Context: an optimization exercise on an open-source flow, tuned for small area, a short achievable clock period and few clock cycles. The choices shown serve that exercise and are no tape-out recipe. In this exercise RTL edits were held to simulation tests only and were not proved equivalent to the original. No activity file was given, so power comes from the tool's default toggle rates.

Design lt_core, start of the top module:
module lt_core (
    input  wire         clk,
    input  wire         rst,           
    input  wire [31:0]  cal_scale,     
    input  wire [47:0]  cal_offset,    
    input  wire         cmd_valid,
    output wire         cmd_ready,
    input  wire [3:0]   cmd_op,
    input  wire [7:0]   cmd_len,
    input  wire [63:0]  cmd_now,
    input  wire         dat_valid,
    output wire         dat_ready,
    input  wire [7:0]   dat_byte,
    output wire         res_valid,
    input  wire         res_ready,
    output wire [2:0]   res_tag,
    output wire [2:0]   res_kind,
    output wire [7:0]   res_addr,
    output wire [7:0]   res_cmd,
    output wire [7:0]   res_len,
    output wire [7:0]   res_chk,
    output wire [127:0] res_payload,
    output wire [63:0]  res_value,
    output wire [15:0]  res_raw,
    output wire [7:0]   res_status,
    output wire [63:0]  res_seq,
    output wire [63:0]  res_info0,
    output wire [63:0]  res_info1
);
    localparam [7:0] START_MARKER = 8'h02;
    localparam [7:0] CHANNEL_ADDR = 8'h01;
    localparam [7:0] CMD_RAW_REQ  = 8'h01;
    localparam [7:0] CMD_RAW_RESP = 8'h81;
    localparam [7:0] CMD_SOSM3    = 8'h03;
    localparam [7:0] MAX_PAYLOAD  = 8'd16;
    localparam [7:0] SOSM3_LEN    = 8'd3;
    localparam [7:0] FAULT_MASK   = 8'hFB;
    localparam [63:0] REQ_TIMEOUT = 64'd1000;
    localparam [7:0] SMALL_FEED   = 8'd63;     
    localparam [3:0] OP_FEED  = 4'd1;
    localparam [3:0] OP_RESET = 4'd2;
    localparam [3:0] OP_SEND  = 4'd3;
    localparam [3:0] OP_POLL  = 4'd4;
    localparam [2:0] TAG_TELEGRAM = 3'd1;
    localparam [2:0] TAG_MEAS     = 3'd2;
    localparam [2:0] TAG_RESP     = 3'd3;
    localparam [2:0] TAG_ERR      = 3'd4;
    localparam [2:0] TAG_TX       = 3'd6;
    localparam [2:0] E_CHECKSUM   = 3'd1;
    localparam [2:0] E_LENGTH     = 3'd2;
    localparam [2:0] E_OVERFLOW   = 3'd3;
    localparam [2:0] E_STATUS     = 3'd4;
    localparam [2:0] E_TIMEOUT    = 3'd5;
    localparam [2:0] E_INFLIGHT   = 3'd6;
    localparam [2:0] F_SEEK = 3'd0;
    localparam [2:0] F_H1   = 3'd1;
    localparam [2:0] F_H2   = 3'd2;
    localparam [2:0] F_H3   = 3'd3;
    localparam [2:0] F_PAY  = 3'd4;
    localparam [2:0] F_CHK  = 3'd5;
    reg [31:0]  scale_q;
    reg [63:0]  offk_q;                
    reg [7:0]   mem [0:23];
  ...
Size: about 4600 cells after synthesis, roughly 910 flip-flops, roughly 620 I/O pins.
clock: 11.0 ns
lec_check: 0
cap_margin: 20
core_margin: 2
core_utilization: 40
slew_margin: 20
standard.sh (not shown) runs the stock make flow with config.mk's settings and CLKGATE_MAP_FILE= SYNTH_SCRIPT=/design/flow/synth_recipe.tcl, a recipe that flattens the netlist after the stock synthesis.
==> flow/flow/run.sh <==
#!/bin/bash
# The standard synthesis and layout (standard.sh), with timing repair
# aimed below the design's clock period, buf_2 port buffers, a denser
# floorplan and larger clock-tree sink clusters.  Each step's full log is
# under orfs/logs; make's output goes to synth.log and layout.log here.
set -euo pipefail
bash standard.sh synth > synth.log 2>&1
bash standard.sh \
    SETUP_SLACK_MARGIN=7.5 \
    CORE_UTILIZATION=65 PLACE_DENSITY=0.75 \
    "BUFFER_PORTS_ARGS=-buffer_cell sky130_fd_sc_hd__buf_2" \
    CTS_CLUSTER_SIZE=26 CTS_CLUSTER_DIAMETER=90 \
    finish > layout.log 2>&1
Testbench counts at the start, summed over its fixed seeds: cycles 20,519.
Next try:
--- a/flow/design.v
+++ b/flow/design.v
@@ -419,15 +419,17 @@
     wire stop_all_n = stop_n && (rem2 == 8'd0) && !x_small2;
     wire go_pred_n = x_keep && stop_n && !(pend_v | load_x);
     wire x_free_n  = !x_keep || go_pred_n;
     wire nosend_n = cmd_valid && (cmd_op != OP_SEND);
     wire feedseen_n = cmd_valid && feed_s;
     wire rem_ok   = (rem[7:5] == 3'd0) && (rem2[7:5] == 3'd0) && !x_big;
-    wire cmd_ready_n = !cmd_take && rem_ok && (
-        (x_free_n && (!(cstate_n | x_send) || stop_all_n || nosend_n)) ||
-        feedseen_n);
+    wire cmd_ready_n = rem_ok && (
+        (!cmd_take && ((x_free_n && (!(cstate_n | x_send) || stop_all_n || nosend_n)) ||
+                       feedseen_n)) ||
+        (cmd_take && (cmd_op == OP_SEND || cmd_op == OP_POLL || cmd_op == OP_RESET) &&
+         !x_keep && stop_all_n && !(pend_v | load_x)));
     wire [7:0] rem_nb = x_go_any ? rem2_base : rem_base;
     wire rem_nz = x_big_go ? (len_q != 8'd0) : dat_take ? (rem_nb != 8'd1) : (rem_nb != 8'd0);
     wire room_n   = fill <= 5'd21;
     wire rem2_go  = x_keep && stop_n && !(pend_v | load_x) && !x_go_any;
     wire dat_ready_n = (rem_nz | (cmd_take & feed_s & (!x_keep | rem2_go)) |
                         ((rem2_base != 8'd0) & rem2_go)) & room_n;
Wire length climbs by a few percent. Clock power grows by a few percent. Via count grows by a few percent. Non-clock buffer count went up by 147. Clock-buffer cell count fell by 1. Maximum frequency came out lower by a few percent. Setup slack degrades by 0.22 ns. Sequential share of layout area went down by 1.5 points. Global-route usage rises by 1.6 points. Design area went up by a few percent. Core utilization rises by 3.0 points. Total power grows by a few percent. First-iteration DRC count is about the same. Combinational power came out higher by roughly a tenth.
Testbench counts after the change, summed over its fixed seeds: cycles 20,349.

[port drivers added, routing unchanged]
How much do the figures lean on ideal ports? The routed layouts below were timed once more, with nothing changed but the port constraints.
Step 1 (the two cells are an assumption about what drives the block):
set clk [get_ports {clk}]
set_driving_cell -lib_cell sky130_fd_sc_hd__clkbuf_16 $clk
set_driving_cell -lib_cell sky130_fd_sc_hd__buf_2 [delete_from_list [all_inputs] $clk]
Step 2 also shifts input and output timing later by t, the mid clock arrival at the registers, as if the neighbouring blocks saw the same clock.
Three values: ideal ports, drivers, drivers and shift; two values: the first two.
run | t, ns | setup WS [ns] | hold WS [ns] | worst data-port slew with drivers (ns)
the first run | 0.712 | 7.408 / 7.335 / 6.949 | 0.449 / 0.449 / 0.449 | 0.12
the second run | 0.708 | 7.184 / 7.184 / 6.517 | 0.442 / 0.442 / 0.442 | 0.14
After both steps setup and hold are still met in every run listed. For the second run, which loses most, drivers alone change the setup slack by 0.000 ns; drivers and shift together by -0.667 ns.
